Context: an optimization exercise on an open-source flow, tuned for small area. The choices shown serve that exercise and are no tape-out recipe.
The RTL was checked by simulation tests, not by an equivalence proof against the original design.
The clock port is modelled as an ideal driver; clocking choices that lean on that would not hold on a real chip.
No activity file was given, so power comes from the tool's default toggle rates.

$ cat flow/design.v
module aqtc_symq (
    input  wire [23:0] y,
    input  wire        s,
    input  wire [3:0]  bap,       
    output wire [3:0]  q
);
    wire [24:0] u  = {~s, y};
    wire neg = bap[0];                                 
    wire a2  = ~bap[2] & ~(bap[1] & bap[0]);           
    wire a4  = bap[2] & bap[0];                        
    wire a3  = ~a2 & ~a4;                              
    wire b4  = bap[2] & ~bap[0];                       
    wire [28:0] U0 = {4'b0, u};
    wire [28:0] X  = U0 ^ {29{neg}};
    wire [28:0] Y  = ({29{a2}} & (U0 << 2)) | ({29{a3}} & (U0 << 3)) | ({29{a4}} & (U0 << 4));
    wire [28:0] Z  = {29{b4}} & (U0 << 1);
    wire [28:0] S1 = X ^ Y ^ Z;
    wire [28:0] C1 = {(X[27:0] & Y[27:0]) | (X[27:0] & Z[27:0]) | (Y[27:0] & Z[27:0]), neg};
    wire [29:0] c;
    assign c[0] = 1'b0;
    genvar i;
    generate for (i = 0; i < 29; i = i + 1) begin : g_chain
        assign c[i+1] = (S1[i] & C1[i]) | (c[i] & (S1[i] | C1[i]));
    end endgenerate
    assign q = S1[28:25] ^ C1[28:25] ^ c[28:25];
endmodule
module aqtc_asymq (
    input  wire [23:9] y,         
    input  wire        s,         
    input  wire        in_range,
    input  wire [3:0]  bap,       
    output wire [15:0] code
);
    wire [15:0] yc = {s, in_range ? y : {15{~s}}};
    reg  [3:0]  r;
    always @(*) begin
        case (bap)
            4'd6:    r = 4'd11;
            4'd7:    r = 4'd10;
            4'd8:    r = 4'd9;
            4'd9:    r = 4'd8;
            4'd10:   r = 4'd7;
            4'd11:   r = 4'd6;
            4'd12:   r = 4'd5;
            4'd13:   r = 4'd4;
            4'd14:   r = 4'd2;
            default: r = 4'd0;
        endcase
    end
    wire [15:0] t1 = r[3] ? {8'd0, yc[15:8]} : yc;
    wire [15:0] t2 = r[2] ? {4'd0, t1[15:4]} : t1;
    wire [15:0] t3 = r[1] ? {2'd0, t2[15:2]} : t2;
    assign code    = r[0] ? {1'd0, t3[15:1]} : t3;
endmodule
module aqtc_qelem (
    input  wire        clk,
    input  wire        rst,
    input  wire        in_valid,
    input  wire        in_qblk,
    input  wire [10:0] in_slot,
    input  wire [31:0] in_c,
    input  wire [7:0]  in_e,
    input  wire [3:0]  in_bap,
    output wire        out_valid,
    output wire [2:0]  out_err,
    output wire [10:0] out_slot,
    output wire [31:0] out_word,
    output wire        out_hwe,
    output wire [10:0] out_hslot,
    output wire [15:0] out_hval
);
    wire       elem   = in_valid & ~in_qblk & ~rst;
    wire       is0    = (in_bap == 4'd0);
    wire       is_sym = ~in_bap[3] & ~is0 & ~(in_bap[2] & in_bap[1]);    
    wire       bad_e  = (|in_e[7:5]) | (in_e[4] & in_e[3] & (|in_e[2:0]));
    wire       be     = ~is0 & bad_e;
    wire [4:0] k      = in_e[4:0];
    wire       s      = in_c[31];
    wire [23:0] w0 = in_c[23:0];
    wire [23:0] w1 = k[4] ? {w0[7:0],  16'd0} : w0;
    wire [23:0] w2 = k[3] ? {w1[15:0],  8'd0} : w1;
    wire [23:0] w3 = k[2] ? {w2[19:0],  4'd0} : w2;
    wire [23:0] w4 = k[1] ? {w3[21:0],  2'd0} : w3;
    wire [23:0] y  = k[0] ? {w4[22:0],  1'd0} : w4;
    wire any1 = (|in_c[30:24]) | (k[4] & |w0[23:8]) | (k[3] & |w1[23:16])
              | (k[2] & |w2[23:20]) | (k[1] & |w3[23:22]) | (k[0] & w4[23]);
    wire all1 = (&in_c[30:24]) & (~k[4] | &w0[23:8]) & (~k[3] | &w1[23:16])
              & (~k[2] | &w2[23:20]) & (~k[1] | &w3[23:22]) & (~k[0] | w4[23]);
    wire in_range = s ? all1 : ~any1;
    wire [3:0]  q;
    wire [15:0] code;
    aqtc_symq  u_symq  (.y(y), .s(s), .bap(in_bap), .q(q));
    aqtc_asymq u_asymq (.y(y[23:9]), .s(s), .in_range(in_range), .bap(in_bap), .code(code));
    wire qr  = is_sym & ~bad_e & ~in_range;
    wire okA = ~be & ~qr;
    wire wr  = elem & okA;
    reg  [1:0] cnt1, cnt2;
    reg        cnt4;
    wire [6:0] q9  = {2'd0, q[1], q[0], 1'b0, q[1], q[0]};                   
    wire [6:0] q3  = {4'd0, q[1], q[1] | q[0], q[0]};
    wire [6:0] q25 = {(q[1] & q[0]) | q[2], (q[1] & ~q[0]) | q[2], q[0] ^ q[1],
                      q[0], q[2], q[1], q[0]};                                 
    wire [6:0] q5  = {2'd0, q[2], q[1], q[0] | q[2], q[1], q[0]};
    reg  [6:0] q11;                                                           
    always @(*) begin
        case (q)
            4'd1:    q11 = 7'd11;
            4'd2:    q11 = 7'd22;
            4'd3:    q11 = 7'd33;
            4'd4:    q11 = 7'd44;
            4'd5:    q11 = 7'd55;
            4'd6:    q11 = 7'd66;
            4'd7:    q11 = 7'd77;
            4'd8:    q11 = 7'd88;
            4'd9:    q11 = 7'd99;
            4'd10:   q11 = 7'd110;
            default: q11 = 7'd0;
        endcase
    end
    wire bp1 = (in_bap == 4'd1), bp2 = (in_bap == 4'd2), bp4 = (in_bap == 4'd4);
    wire s9   = okA & bp1 & (cnt1 == 2'd0);
    wire s3   = okA & bp1 & cnt1[0];
    wire s25  = okA & bp2 & (cnt2 == 2'd0);
    wire s5   = okA & bp2 & cnt2[0];
    wire s11  = okA & bp4 & ~cnt4;
    wire sm   = okA & ((bp1 & |cnt1) | (bp2 & |cnt2) | (bp4 & cnt4));
    wire sq   = okA & ((in_bap == 4'd3) | (in_bap == 4'd5) | (bp1 & cnt1[1]) | (bp2 & cnt2[1]) | (bp4 & cnt4));
    wire sa   = okA & (in_bap[3] | (in_bap[2] & in_bap[1]));
    wire [15:0] val = ({16{sa}} & code) | {8'd0, sm, 7'd0} | {12'd0, {4{sq}} & q}
                    | {9'd0, ({7{s9}} & q9) | ({7{s3}} & q3) | ({7{s25}} & q25) | ({7{s5}} & q5) | ({7{s11}} & q11)};
    always @(posedge clk) begin
        if (rst || (in_valid && in_qblk)) begin
            cnt1 <= 2'd0;
            cnt2 <= 2'd0;
            cnt4 <= 1'b0;
        end else if (wr) begin
            if (in_bap == 4'd1) cnt1 <= {cnt1[0], ~cnt1[1] & ~cnt1[0]};    
            if (in_bap == 4'd2) cnt2 <= {cnt2[0], ~cnt2[1] & ~cnt2[0]};
            if (in_bap == 4'd4) cnt4 <= ~cnt4;
        end
    end
    reg [1:0]  st_r;
    reg [3:0]  bap_r;
    reg [10:0] slot_r;
    reg [15:0] val_r;
    always @(posedge clk) begin
        st_r   <= {elem & ~okA, elem & (okA | qr)};
        bap_r  <= wr ? in_bap : 4'd0;
        slot_r <= in_slot;
        val_r  <= val;
    end
    reg [10:0] head1, head2, head4;
    reg [15:0] hval1, hval2, hval4;
    reg        f1281, f1282, f1284;
    reg        eq12, eq14, eq24;
    wire g1 = (bap_r == 4'd1);
    wire g2 = (bap_r == 4'd2);
    wire g4 = (bap_r == 4'd4);
    wire m1 = g1 & val_r[7], m2 = g2 & val_r[7], m4 = g4 & val_r[7];
    wire o1 = g1 & ~val_r[7], o2 = g2 & ~val_r[7], o4 = g4 & ~val_r[7];
    wire member = m1 | m2 | m4;
    wire [15:0] own_val = {val_r[15:7], val_r[6:0] & {7{~member}}};
    wire [10:0] ghead = ({11{m1}} & head1) | ({11{m2}} & head2) | ({11{m4}} & head4);
    wire r1 = m1 & ~f1281, r2 = m2 & ~f1282, r4 = m4 & ~f1284;
    wire [15:0] ghval = ({16{r1}} & hval1) | ({16{r2}} & hval2) | ({16{r4}} & hval4)
                      | {8'd0, (m1 & f1281) | (m2 & f1282) | (m4 & f1284), 7'd0};
    wire [4:0]  inc = val_r[4:0] & {5{member}};
    wire [16:0] hc;
    wire [15:0] head_sum;
    assign hc[0] = 1'b0;
    genvar i;
    generate for (i = 0; i < 16; i = i + 1) begin : g_add
        if (i < 5) begin : g_fa
            assign head_sum[i] = ghval[i] ^ inc[i] ^ hc[i];
            assign hc[i+1]     = (ghval[i] & inc[i]) | (hc[i] & (ghval[i] ^ inc[i]));
        end else begin : g_ha
            assign head_sum[i] = ghval[i] ^ hc[i];
            assign hc[i+1]     = ghval[i] & hc[i];
        end
    end endgenerate
    wire [15:0] wval = head_sum | (val_r & {16{~member}});
    wire hit1 = (head1 == slot_r);
    wire hit2 = (head2 == slot_r);
    wire hit4 = (head4 == slot_r);
    wire wr_r = ~st_r[1] & st_r[0];
    wire be_r = st_r[1] & ~st_r[0];
    wire qr_r = st_r[1] & st_r[0];
    wire own1 = o1 | (wr_r & hit1);
    wire own2 = o2 | (wr_r & hit2);
    wire own4 = o4 | (wr_r & hit4);
    wire hw1  = m1 | (m2 & eq12) | (m4 & eq14);
    wire hw2  = m2 | (m1 & eq12) | (m4 & eq24);
    wire hw4  = m4 | (m1 & eq14) | (m2 & eq24);
    wire en1  = own1 ? ~member : hw1;
    wire en2  = own2 ? ~member : hw2;
    wire en4  = own4 ? ~member : hw4;
    always @(posedge clk) begin
        if (o1) head1 <= slot_r;
        if (o2) head2 <= slot_r;
        if (o4) head4 <= slot_r;
        if (en1) hval1 <= wval;
        if (en2) hval2 <= wval;
        if (en4) hval4 <= wval;
        if (own1 & member) f1281 <= 1'b1; else if (en1) f1281 <= 1'b0;
        if (own2 & member) f1282 <= 1'b1; else if (en2) f1282 <= 1'b0;
        if (own4 & member) f1284 <= 1'b1; else if (en4) f1284 <= 1'b0;
        if (o1) begin eq12 <= hit2; eq14 <= hit4; end
        if (o2) begin eq12 <= hit1; eq24 <= hit4; end
        if (o4) begin eq14 <= hit1; eq24 <= hit2; end
    end
    assign out_valid = st_r[1] | st_r[0];
    assign out_err   = {qr_r, be_r, be_r};
    assign out_slot  = slot_r;
    assign out_word  = {8'd0, bap_r, 3'd0, member, own_val};
    assign out_hwe   = member;
    assign out_hslot = ghead;
    assign out_hval  = head_sum;
endmodule
$ cat flow/flow/run.sh
#!/bin/bash
# Standard layout, with: the combinational logic re-mapped for area after
# floorplanning (restructure.tcl), the smallest buffer for the port buffers,
# cells with slack to spare downsized after placement repair (recover.tcl),
# small clock-tree buffers without dummy loads, and the clock buffers that
# drive many flip-flops upsized after clock tree synthesis (cts_fix.tcl).
set -e
export POST_FLOORPLAN_TCL="$PWD/flow/restructure.tcl"
export BUFFER_PORTS_ARGS="-buffer_cell sky130_fd_sc_hd__buf_1"
export POST_RESIZE_TCL="$PWD/flow/recover.tcl"
export CTS_ARGS="-sink_clustering_enable -repair_clock_nets -dont_use_dummy_load -buf_list sky130_fd_sc_hd__clkbuf_4 -sink_clustering_max_diameter 40"
export POST_CTS_TCL="$PWD/flow/cts_fix.tcl"
bash standard.sh > standard.log 2>&1
$ cat flow/flow/cts_fix.tcl
# After clock tree synthesis: upsize the clock buffers that drive many
# flip-flops (or a slow edge) to the next size, so that every flip-flop
# clock pin sees a sharp edge, then legalize the placement again.
estimate_parasitics -placement
set n_up 0
foreach inst [get_cells *] {
  if { [get_property $inst ref_name] != "sky130_fd_sc_hd__clkbuf_4" } { continue }
  set out [get_pins -of_objects $inst -filter "direction == output"]
  set net [get_nets -of_objects $out]
  set loads [llength [get_pins -of_objects $net -filter "direction == input"]]
  set slow 0
  foreach p [get_pins -of_objects $net -filter "direction == input"] {
    if { [get_property $p slew_max] > 0.100 } { set slow 1 }
  }
  if { $loads >= 11 || $slow } {
    replace_cell $inst sky130_fd_sc_hd__clkbuf_8
    incr n_up
  }
}
puts "upsized $n_up clock buffers"
detailed_placement
check_placement -verbose
$ cat flow/flow/recover.tcl
# After the standard repair_design: downsize cells that have slack to spare.
estimate_parasitics -placement
repair_timing -recover_power 100
$ cat flow/flow/restructure.tcl
# Area recovery on the synthesized netlist: re-map its combinational logic
# with ABC for area (OpenROAD restructure), using the platform library
# without its don't-use cells.  Registers are not touched.
set lib_in  [lindex $::env(LIB_FILES) 0]
set rmp_dir $::env(OBJECTS_DIR)/rmp
file mkdir $rmp_dir
set lib_out $rmp_dir/rmp_cells.lib
set fi [open $lib_in r]
set fo [open $lib_out w]
set skip 0
set depth 0
while { [gets $fi line] >= 0 } {
  if { !$skip && [regexp {^\s*cell\s*\(\s*"?([A-Za-z0-9_]+)"?\s*\)} $line -> name] } {
    foreach p $::env(DONT_USE_CELLS) {
      if { [string match $p $name] } {
        set skip 1
        set depth 0
        break
      }
    }
  }
  if { $skip } {
    incr depth [regexp -all {\{} $line]
    incr depth -[regexp -all {\}} $line]
    if { $depth <= 0 && [regexp {\}} $line] } {
      set skip 0
    }
    continue
  }
  puts $fo $line
}
close $fi
close $fo
report_design_area
restructure -target area -liberty_file $lib_out \
  -tielo_port sky130_fd_sc_hd__conb_1/LO -tiehi_port sky130_fd_sc_hd__conb_1/HI \
  -work_dir $rmp_dir
report_design_area
# restructure leaves the tie cells it replaced driving nets with no load:
# remove those.
set block [ord::get_db_block]
set n_removed 0
foreach inst [$block getInsts] {
  if { [[$inst getMaster] getName] != "sky130_fd_sc_hd__conb_1" } { continue }
  set used 0
  set nets {}
  foreach it [$inst getITerms] {
    set net [$it getNet]
    if { $net == "NULL" } { continue }
    if { [$net getSigType] != "SIGNAL" } { continue }
    lappend nets $net
    if { [llength [$net getITerms]] > 1 || [llength [$net getBTerms]] > 0 } { set used 1 }
  }
  if { !$used } {
    odb::dbInst_destroy $inst
    foreach net $nets { odb::dbNet_destroy $net }
    incr n_removed
  }
}
puts "removed $n_removed unused tie cells"
report_design_area
$ cat flow/standard.sh
#!/bin/bash
# synth_recipe.tcl (not shown) runs the flow's synth.tcl, then flattens the netlist and writes it again
# the make line also repeats each setting of config.mk as NAME=value (left out here)
make -C /OpenROAD-flow-scripts/flow DESIGN_CONFIG=/design/flow/config.mk WORK_HOME=/design/flow/orfs CLKGATE_MAP_FILE= SYNTH_SCRIPT=/design/flow/synth_recipe.tcl "${@:-finish}"
$ cat flow/config.mk
export PLATFORM = sky130hd
export DESIGN_NAME = aqtc_qelem
export DESIGN_NICKNAME = aqtc_qelem
export VERILOG_FILES = /design/flow/design.v
export SDC_FILE = /design/flow/constraint.sdc
export NUM_CORES = 4
export LEC_CHECK = 0
export ABC_AREA = 1
export CAP_MARGIN = 5
export CORE_MARGIN = 2
export CORE_UTILIZATION = 70
export SLEW_MARGIN = 5
$ cat flow/constraint.sdc
create_clock -name core_clock -period 20.0 [get_ports {clk}]
set_input_delay 4.0000 -clock core_clock [delete_from_list [all_inputs] [get_ports {clk}]]
set_output_delay 4.0000 -clock core_clock [all_outputs]
set_load 0.01 [all_outputs]
==> summary.txt <==
-- metal layers --
metal	GRT usage, %	vias to the layer above	part of all wire (%)
met1	43.7	4323	41
li1	-	4456	-
met4	13.4	0	3.0
met5	0	-	0
met2	56.4	535	48
met3	5.10	67	8.4
-- how the worst min path moves through the flow --
stage	slack (ps)	endpoint	startpoint
after floorplan	450	cnt2[1]$_SDFFE_PP0P_	cnt2[1]$_SDFFE_PP0P_
after global placement	470	cnt2[1]$_SDFFE_PP0P_	cnt2[0]$_SDFFE_PP0P_
after detailed placement	480	cnt2[1]$_SDFFE_PP0P_	cnt2[0]$_SDFFE_PP0P_
after global routing	510	head4[5]$_DFFE_PP_	slot_r[5]$_DFF_P_
final	490	cnt2[1]$_SDFFE_PP0P_	cnt2[0]$_SDFFE_PP0P_
-- cell families after synthesis --
group	after synthesis	synth area share, %
AO/OA/AOI/OAI	228	14.7
XOR/XNOR	59	5.31
adder cells (fa/ha/maj)	52	9.08
buffers and inverters	210	9.70
flip-flops	125	34.4
multiplexers	4	0.412
other	1	0.0386
AND/OR/NAND/NOR	600	26.4
-- metrics by stage --
step	setup slack, ps	std cells
detailed placement	6510	1369
finish	6730	1387
floorplan	10310	1289
global placement	7170	1369
global route	5620	1387
-- critical path, delay by kind of cell --
kind                   cells  cell delay [ps]
XOR/XNOR                   1              180
AND/OR/NAND/NOR           12             1050
buffers and inverters      6             2500
AO/OA/AOI/OAI             34             5830
-- power by group through the flow --
stage          sequential (mW)  combinational, mW  clock, mW
2_1_floorplan            0.288              0.172          0
6_report                 0.282              0.178      0.118
3_3_place_gp             0.287              0.173          0
3_5_place_dp             0.287              0.173          0
5_1_grt                  0.282              0.198      0.133
-- sequential cells by signal (all words and copies together) (netlist names), 2 cells and up --
name,cells
head1,11
cnt1,2
val_r,16
hval1,16
hval2,16
head4,11
st_r,2
bap_r,4
head2,11
hval4,16
cnt2,2
slot_r,11
-- layout by cell type, fill, tap and decap left out, drive strengths merged, types with 5 or more instances in the layout --
cell type    n
a211oi       6
a21boi      11
a21o        10
a21oi       62
a221oi      17
a222oi      46
a22oi        6
a2bb2oi     13
a31oi        6
a32oi        5
buf        135
clkbuf      25
clkinv     124
conb        11
dfxtp       41
edfxtp      84
nand2       49
nand3       29
nand4        8
nor2       170
nor2b       15
nor3        18
nor4         8
o211ai       6
o21a        13
o21ai       70
o21bai       7
o221ai      15
o22a        23
o22ai      106
o2bb2ai      8
or2         11
or3          9
or4          6
-- area by class of cell --
class,instances,share of cell area [%]
Clock buffer,17,1.54
Tap cell,180,2.37
Inverter,124,4.89
Sequential cell,125,35.2
Timing Repair Buffer,143,6.24
Multi-Input combinational cell,798,49.8
==> flow_summary.json <==
{
  "status": "finished clean",
  "synth_top_area_share_pct": 25.9,
  "routed_wl_mm": 25.4,
  "r2r_cells": 17,
  "yosys.area.top_type": "edfxtp_1",
  "hp-class": "reg -> reg",
  "rsz0062_at_grt": "no",
  "row_count": 43,
  "powerDensity_nw_per_um2": 60.7,
  "hold_viol": 0,
  "power_frac_comb_pct": 30.9,
  "cp_slowest_cell": "clkbuf_1",
  "viasPerCell": 6.76,
  "cpMostUsedCell": "nor2_1",
  "fin_crit_ps": 13270,
  "dpl.hpwl_mm": 19.3,
  "yosys-top-cells-count": "nand2_1, inv_1, nor2_1",
  "end_kind": "flip-flop",
  "antenna_left": 0,
  "pwr-share-seq_pct": 48.8,
  "setup_violations": 0,
  "clock_skew_ps": 34.1,
  "drtPass1Iterations": 8,
  "area_growth_pct": -2.21,
  "drive_gt1_share_pct": 2.65,
  "synth_warnings": 2,
  "synthFlopType": "edfxtp_1",
  "clk_latency_ps": 410,
  "regArea_um2": 3340,
  "fill_cells": 1199,
  "gp_congestion": 0.980,
  "via_count": 9381,
  "cts_tree": "built",
  "grt_remaining_overflow": 0,
  "slew_headroom_pct": 24.2,
  "drt_iter0_markers": 1220,
  "worstSetupStartpoint": "in_e[1]",
  "hold_ws_ps": 491,
  "place_area_um2": 9350,
  "worst_pin_slew_ps": 1140,
  "drv_slew": 0,
  "design_area_um2": 9510,
  "ys_types": 61,
  "cpPeakStageDelay_ps": 850,
  "grt_pass1_wl_mm": 39.8,
  "maxCapViolations": 0,
  "design_power_total_mw": 0.578,
  "synth_edf_count": 84,
  "die_x_um": 122,
  "p_sw_mw": 0.194,
  "diodes": 0,
  "die_h_um": 122,
  "ys_seq_elements": 125,
  "crit_required_ps": 20300,
  "nNetsFinal": 1268,
  "ir_drop_v": 0.0000287,
  "yosysSeqAreaShare_pct": 34.4,
  "tns_ps": 0,
  "r2r_setup_slack_ps": 13730,
  "async_flop_share_pct": 0,
  "syn_inst": 1279,
  "final_core_util_pct": 69.3,
  "cp-start-kind": "primary input",
  "grtUsageTotal_pct": 33.6,
  "antenna_found_initial": 0,
  "numPortBuffers": 122,
  "final.period_utilization_pct": 66.4,
  "synth.area.top_cells": "edfxtp_1, nand2_1, dfxtp_1",
  "rr_endpoint": "hval1[15]$_DFFE_PP_",
  "path_max_fanout": 30,
  "first_global_vias": 8293,
  "path_class": "in -> reg",
  "multi_input_area_um2": 4740,
  "p_sw_share_pct": 33.5,
  "die_area_um2": 14900,
  "core_area_um2": 13700,
  "cp-endpoint": "val_r[3]$_DFF_P_",
  "clkPwrFrac_pct": 20.4,
  "clk_pin_slew_worst_paths_ps": 70,
  "pin_count": 134,
  "wl_per_cell_um": 18.3,
  "arrival_ps": 13580,
  "synthesis.area_um2": 9730,
  "initial_utilization_pct": 70.9,
  "min_path_cells": 2,
  "synth.avg_cell_area_um2": 7.60,
  "leakage_nw": 3.05,
  "grt_max_degree": 48,
  "cts.sinks": 125,
  "fmax_mhz": 75.3,
  "timing.rr.start": "bap_r[0]$_SDFF_PN0_",
  "intPower_mw": 0.384,
  "yosysMostFrequentCell": "nand2_1",
  "drc": 0
}

[port drivers added, routing unchanged]
No port has a modelled driver above. Below, the same layout with a new extraction and two added sets of constraints.
Step 1, drivers: a clkbuf_16 drives clk and a buf_2 each remaining input, both assumed.
Step 2 adds t to the input delays and takes it off the output delays; t is the mean of the earliest and latest rising clock arrival at the registers after step 1. Input paths then give back, and output paths get back, about the clock's delay inside the block.
Slacks: ideal ports / drivers / drivers and shift; pairs: ideal ports / drivers.
t, ns: 0.427
slack for setup (ns): 6.725 / 6.737 / 6.310
worst register clock-pin slew, ns: 0.10 / 0.10
After both steps setup and hold are still met in this run. For this run, drivers alone change the setup slack by +0.012 ns; drivers and shift together by -0.415 ns.
